Context: an optimization exercise on an open-source flow, tuned for small area. The choices shown serve that exercise and are no tape-out recipe. In this exercise RTL edits were held to simulation tests only and were not proved equivalent to the original.

==> flow/design.v (excerpt) <==
module vig_permcore (
    input  wire       clk,
    input  wire       rst,         
    input  wire       in_valid,
    input  wire [1:0] in_op,       
    input  wire [7:0] in_data,
    input  wire [7:0] in_key,
    output wire       in_ready,
    output reg        out_valid,
    output wire [7:0] out_data,
    input  wire       out_ready,
    output reg        pvalid
);
For scale: ~750 cells after synthesis, about 7700 sq um of cells after synthesis.
==> module vig_permcore, before the edit <==
module vig_permcore (
    input  wire       clk,
    input  wire       rst,         
    input  wire       in_valid,
    input  wire [1:0] in_op,       
    input  wire [7:0] in_data,
    input  wire [7:0] in_key,
    output wire       in_ready,
    output reg        out_valid,
    output wire [7:0] out_data,
    input  wire       out_ready,
    output reg        pvalid
);
    localparam OP_SEED      = 2'd0;
    localparam OP_SEED_LAST = 2'd1;
    localparam OP_ENC       = 2'd2;
    localparam OP_DEC       = 2'd3;
    function automatic [31:0] add;
        input [31:0] a;
        input [31:0] b;
        input        cin;
        integer n;
        reg c;
        begin
            c = cin;
            for (n = 0; n < 32; n = n + 1) begin
                add[n] = a[n] ^ b[n] ^ c;
                c = (a[n] & b[n]) | (a[n] & c) | (b[n] & c);
            end
        end
    endfunction
    reg        busy;        
    reg        start;       
    reg        fin;         
    reg        bld;         
    reg        bwd;         
    reg        hashing;     
    reg [15:0] s0;          
    reg [15:0] sf;          
    reg [7:0]  k;           
    reg [1:0]  ph;          
    reg [7:0]  r;           
    reg [7:0]  p;           
    reg [7:0]  key;         
    wire [15:0] s = (bwd ^ start) ? s0 : sf;
    assign in_ready = !busy && (!out_valid || out_ready);
    wire in_fire  = in_valid && in_ready && !rst;
    wire out_fire = out_valid && out_ready;
    assign out_data = p;
    wire [15:0] h      = hashing ? s0 : 16'd5381;
    wire [31:0] h33    = add({11'd0, h, 5'd0}, {16'd0, h}, 1'b0);
    wire [31:0] h_sum  = add(busy ? {24'd0, p} : h33,
                             {24'd0, busy ? key ^ {8{!bwd}} : in_data}, busy && !bwd);
    wire [15:0] h_next = h_sum[15:0];
    wire        fw  = !bwd;
    wire [31:0] a1  = add({14'd0, s, fw ? 2'b11 : 2'b01}, {16'd0, s} ^ {32{bwd}}, 1'b1);
    wire [31:0] a2  = add({9'd0, a1[18:0], fw ? 4'b1110 : 4'b0011}, {13'd0, a1[18:0]} ^ {32{fw}}, fw);
    wire [31:0] gw  = add({6'd0, a2[21:0], 4'b1110}, {10'd0, a2[21:0]}, 1'b0);
    wire [15:0] mc  = bwd ? {gw[8:0], 6'b111111, gw[25]} : a2[15:0];
    wire [15:0] mb  = bwd ? gw[24:9] : {9'd0, a2[22:16]};
    wire [31:0] md  = add({16'd0, mc}, ~{16'd0, mb}, 1'b1);
    wire [31:0] mr  = add({16'd0, md[15:0]}, 32'd0, md[16]);               
    wire [15:0] sn  = mr[15:0];
    wire [7:0]  byt  = (bwd && ph[1]) ? key : s[7:0];
    wire [3:0]  nib  = ph[0] ? byt[3:0] : byt[7:4];
    wire        big  = (k[7:4] != 4'd0) || (k[3:0] == 4'hf);    
    wire [7:0]  r_in = (ph == 2'd0) ? 8'd0 : (ph == 2'd1 && big) ? {4'd0, byt[7:4]} : r;
    reg  [7:0]  q;
    reg  [31:0] t;
    integer b;
    always @* begin
        q = r_in;
        for (b = 3; b >= 0; b = b - 1) begin
            t = add({23'd0, q, nib[b]}, {23'd0, 1'b1, ~k}, 1'b0);    
            q = t[9] ? t[7:0] : {q[6:0], nib[b]};
        end
    end
    wire [7:0] j    = q;
    wire       hit  = (p == k) || (p == j);
    wire [7:0] p_tr = hit ? (p ^ k ^ j) : p;
    wire [31:0] pk  = h_sum;    
    wire last_ph = (ph == 2'd3);
    wire k_end   = bwd ? (k == 8'd255) : (k == 8'd1);
    wire [7:0] k_nx = bwd ? k + 8'd1 : k - 8'd1;
    always @(posedge clk)
        r <= q;
    always @(posedge clk) begin
        if (rst) begin
            busy      <= 1'b0;
            start     <= 1'b0;
            fin       <= 1'b0;
            hashing   <= 1'b0;
            pvalid    <= 1'b0;
            out_valid <= 1'b0;
        end else begin
            if (out_fire) out_valid <= 1'b0;
            if (in_fire) begin
                if (in_op == OP_SEED) begin
                    s0      <= h_next;
                    hashing <= 1'b1;
                end else begin
                    busy  <= 1'b1;
                    start <= 1'b1;
                    bld   <= (in_op == OP_SEED_LAST);
                    bwd   <= (in_op == OP_ENC);
                    k     <= (in_op == OP_ENC) ? 8'd1 : 8'd255;
                    ph    <= (in_op == OP_ENC) ? 2'd0 : 2'd1;
                    p     <= in_data;
                    key   <= in_key;
                    if (in_op == OP_SEED_LAST) begin
                        s0      <= h_next;
                        hashing <= 1'b0;
                    end
                end
            end
            if (start) begin
                start <= 1'b0;
                if (bwd) begin
                    s0  <= sn;
                    key <= s[7:0];
                    p   <= pk[7:0];
                end else
                    sf  <= sn;
            end else if (fin) begin
                fin  <= 1'b0;
                busy <= 1'b0;
                if (bld) begin
                    pvalid <= 1'b1;
                end else begin
                    out_valid <= 1'b1;
                    if (!bwd) p <= pk[7:0];
                end
            end else if (busy) begin
                ph <= ph + 2'd1;
                if (ph[0] && !(last_ph && k_end)) begin
                    if (bwd) s0 <= sn;
                    else     sf <= sn;
                end
                if (bwd && last_ph) key <= s[7:0];
                if (last_ph) begin
                    p <= p_tr;
                    if (k_end)
                        fin <= 1'b1;
                    else begin
                        k  <= k_nx;
                        ph <= (k_nx[7:4] != 4'd0 || k_nx[3:0] == 4'hf) ? 2'd1 : 2'd0;
                    end
                end
            end
        end
    end
endmodule
export LEC_CHECK = 0
export ABC_AREA = 1
export CAP_MARGIN = 20
export CORE_MARGIN = 2
export CORE_UTILIZATION = 50
export PLACE_DENSITY = 0.65
export SLEW_MARGIN = 20
create_clock -name core_clock -period 55.0 [get_ports {clk}]
standard.sh (not shown) runs the stock make flow with config.mk's settings and CLKGATE_MAP_FILE= SYNTH_SCRIPT=/design/flow/synth_recipe.tcl, a recipe that flattens the netlist after the stock synthesis.
==> flow/flow/run.sh <==
#!/bin/bash
# Own layout flow.
# 1. the standard synthesis, unchanged.
# 2. Full adders flipped where that saves inversions (a full adder with every input
#    and output inverted computes the same), then the combinational logic, except the
#    full adder cells, re-mapped by Yosys and ABC for area; every register keeps its
#    instance name, cell and connections.
# 3. the standard layout of that netlist, with the smallest buffer on the ports
#    and a clock tree of small buffers without dummy loads.
# Each tool writes its full output to a log file here.
set -euo pipefail
res=orfs/results/sky130hd/vig_permcore/base
lib=$FLOW_HOME/platforms/sky130hd/lib/sky130_fd_sc_hd__tt_025C_1v80.lib

bash standard.sh synth > synth.log 2>&1

python3 flow/mklib.py "$lib" comb.lib > mklib.log 2>&1
cp "$res/1_2_yosys.v" standard_1_2_yosys.v
python3 flow/faflip.py standard_1_2_yosys.v flipped.v > faflip.log 2>&1
# ABC's deep synthesis is randomized: four seeds, the smallest result kept
for seed in 1 2 3 4; do
  sed "s/&deepsyn -T 60/\&deepsyn -T 60 -S $seed/" flow/abc_area.script > abc_$seed.script
  cat > reopt_$seed.ys <<EOY
read_liberty -lib $lib
read_liberty -overwrite comb.lib
read_verilog flipped.v
hierarchy -top $FLOW_TOP
flatten
opt -purge
abc -liberty comb.lib -script abc_$seed.script
setundef -zero
hilomap -singleton -hicell sky130_fd_sc_hd__conb_1 HI -locell sky130_fd_sc_hd__conb_1 LO
splitnets
opt_clean -purge
rename -hide w:*.*
opt_clean -purge
stat -liberty $lib
write_verilog -noattr -nohex -nodec reopt_$seed.v
EOY
  yosys -l reopt_$seed.log -s reopt_$seed.ys > /dev/null 2>&1 &
done
wait
best=$(for seed in 1 2 3 4; do
  area=$(grep 'Chip area' reopt_$seed.log 2>/dev/null | tail -1 | awk '{print $NF}' || true)
  if [ -n "$area" ] && [ -s reopt_$seed.v ]; then echo "$area $seed"; fi
done | sort -g | head -1 | awk '{print $2}')
echo "kept seed $best" > reopt_choice.log
cp reopt_$best.v reopt.v
cp reopt.v "$res/1_2_yosys.v"
touch "$res/1_2_yosys.v"

bash standard.sh finish \
  BUFFER_PORTS_ARGS="-buffer_cell sky130_fd_sc_hd__buf_1" \
  CTS_ARGS="-sink_clustering_enable -repair_clock_nets -dont_use_dummy_load -buf_list {sky130_fd_sc_hd__clkbuf_4 sky130_fd_sc_hd__clkbuf_8}" \
  > layout.log 2>&1
Other scripts of this flow, unchanged in this note and not shown: flow/flow/abc_area.script, flow/flow/faflip.py, flow/flow/mklib.py
Edit:
--- a/flow/design.v
+++ b/flow/design.v
@@ -46,14 +46,13 @@
     assign in_ready = !busy && (!out_valid || out_ready);
     wire in_fire  = in_valid && in_ready && !rst;
     wire out_fire = out_valid && out_ready;
     assign out_data = p;
     wire [15:0] h      = hashing ? s0 : 16'd5381;
     wire [31:0] h33    = add({11'd0, h, 5'd0}, {16'd0, h}, 1'b0);
-    wire [31:0] h_sum  = add(busy ? {24'd0, p} : h33,
-                             {24'd0, busy ? key ^ {8{!bwd}} : in_data}, busy && !bwd);
+    wire [31:0] h_sum  = add(h33, {24'd0, in_data}, 1'b0);
     wire [15:0] h_next = h_sum[15:0];
     wire        fw  = !bwd;
     wire [31:0] a1  = add({14'd0, s, fw ? 2'b11 : 2'b01}, {16'd0, s} ^ {32{bwd}}, 1'b1);
     wire [31:0] a2  = add({9'd0, a1[18:0], fw ? 4'b1110 : 4'b0011}, {13'd0, a1[18:0]} ^ {32{fw}}, fw);
     wire [31:0] gw  = add({6'd0, a2[21:0], 4'b1110}, {10'd0, a2[21:0]}, 1'b0);
     wire [15:0] mc  = bwd ? {gw[8:0], 6'b111111, gw[25]} : a2[15:0];
@@ -61,13 +60,13 @@
     wire [31:0] md  = add({16'd0, mc}, ~{16'd0, mb}, 1'b1);
     wire [31:0] mr  = add({16'd0, md[15:0]}, 32'd0, md[16]);               
     wire [15:0] sn  = mr[15:0];
     wire [7:0]  byt  = (bwd && ph[1]) ? key : s[7:0];
     wire [3:0]  nib  = ph[0] ? byt[3:0] : byt[7:4];
     wire        big  = (k[7:4] != 4'd0) || (k[3:0] == 4'hf);    
-    wire [7:0]  r_in = (ph == 2'd0) ? 8'd0 : (ph == 2'd1 && big) ? {4'd0, byt[7:4]} : r;
+    wire [7:0]  r_in = {r[7:4], r[3:0] | ({4{ph == 2'd1 && big}} & byt[7:4])};
     reg  [7:0]  q;
     reg  [31:0] t;
     integer b;
     always @* begin
         q = r_in;
         for (b = 3; b >= 0; b = b - 1) begin
@@ -75,18 +74,16 @@
             q = t[9] ? t[7:0] : {q[6:0], nib[b]};
         end
     end
     wire [7:0] j    = q;
     wire       hit  = (p == k) || (p == j);
     wire [7:0] p_tr = hit ? (p ^ k ^ j) : p;
-    wire [31:0] pk  = h_sum;    
+    wire [31:0] pk  = add({24'd0, p}, {24'd0, key ^ {8{!bwd}}}, !bwd);   
     wire last_ph = (ph == 2'd3);
     wire k_end   = bwd ? (k == 8'd255) : (k == 8'd1);
     wire [7:0] k_nx = bwd ? k + 8'd1 : k - 8'd1;
-    always @(posedge clk)
-        r <= q;
     always @(posedge clk) begin
         if (rst) begin
             busy      <= 1'b0;
             start     <= 1'b0;
             fin       <= 1'b0;
             hashing   <= 1'b0;
@@ -102,12 +99,13 @@
                     busy  <= 1'b1;
                     start <= 1'b1;
                     bld   <= (in_op == OP_SEED_LAST);
                     bwd   <= (in_op == OP_ENC);
                     k     <= (in_op == OP_ENC) ? 8'd1 : 8'd255;
                     ph    <= (in_op == OP_ENC) ? 2'd0 : 2'd1;
+                    r     <= 8'd0;
                     p     <= in_data;
                     key   <= in_key;
                     if (in_op == OP_SEED_LAST) begin
                         s0      <= h_next;
                         hashing <= 1'b0;
                     end
@@ -128,12 +126,13 @@
                     pvalid <= 1'b1;
                 end else begin
                     out_valid <= 1'b1;
                     if (!bwd) p <= pk[7:0];
                 end
             end else if (busy) begin
+                r  <= last_ph ? 8'd0 : q;
                 ph <= ph + 2'd1;
                 if (ph[0] && !(last_ph && k_end)) begin
                     if (bwd) s0 <= sn;
                     else     sf <= sn;
                 end
                 if (bwd && last_ph) key <= s[7:0];
Effect: The changed run produced a clean layout; worst setup slack improves by 0.10 ns; clock-buffer cell count does not change; clock skew fell by 0.015 ns; final cell count climbs by 3.5%; maximum frequency climbs by about 0.46%; die area rises by 3.4%; first-iteration DRC count increases by 15%; non-clock buffer count shrinks by 4; routed wire length grows by about 1.5%; final area went up by 3.3%.

==> afterwards: timing with drivers on the ports <==
The results above use ideal ports. As a check the final layouts listed here were re-extracted and re-timed, cells and wires unchanged.
Step 1: set_driving_cell puts a clkbuf_16 on clk and a buf_2 on each other input, an assumption about the parent block.
Step 2, shift: input delay + t, output delay - t, t = (earliest + latest rising clock arrival at the registers) / 2. This alone moves slack from input paths to output paths.
a / b / c = ideal / step 1 / step 2; a / b = the first two.
run	shift t [ns]	setup WS [ns]	latest minus earliest clock arrival (ns)
the first run	0.387	32.502 / 32.474 / 32.474	0.034 / 0.033
the second run	0.393	32.604 / 32.583 / 32.583	0.018 / 0.019
After both steps every run listed still meets setup and hold. For the first run, which loses most, drivers alone change the setup slack by -0.028 ns; drivers and shift together by -0.028 ns.
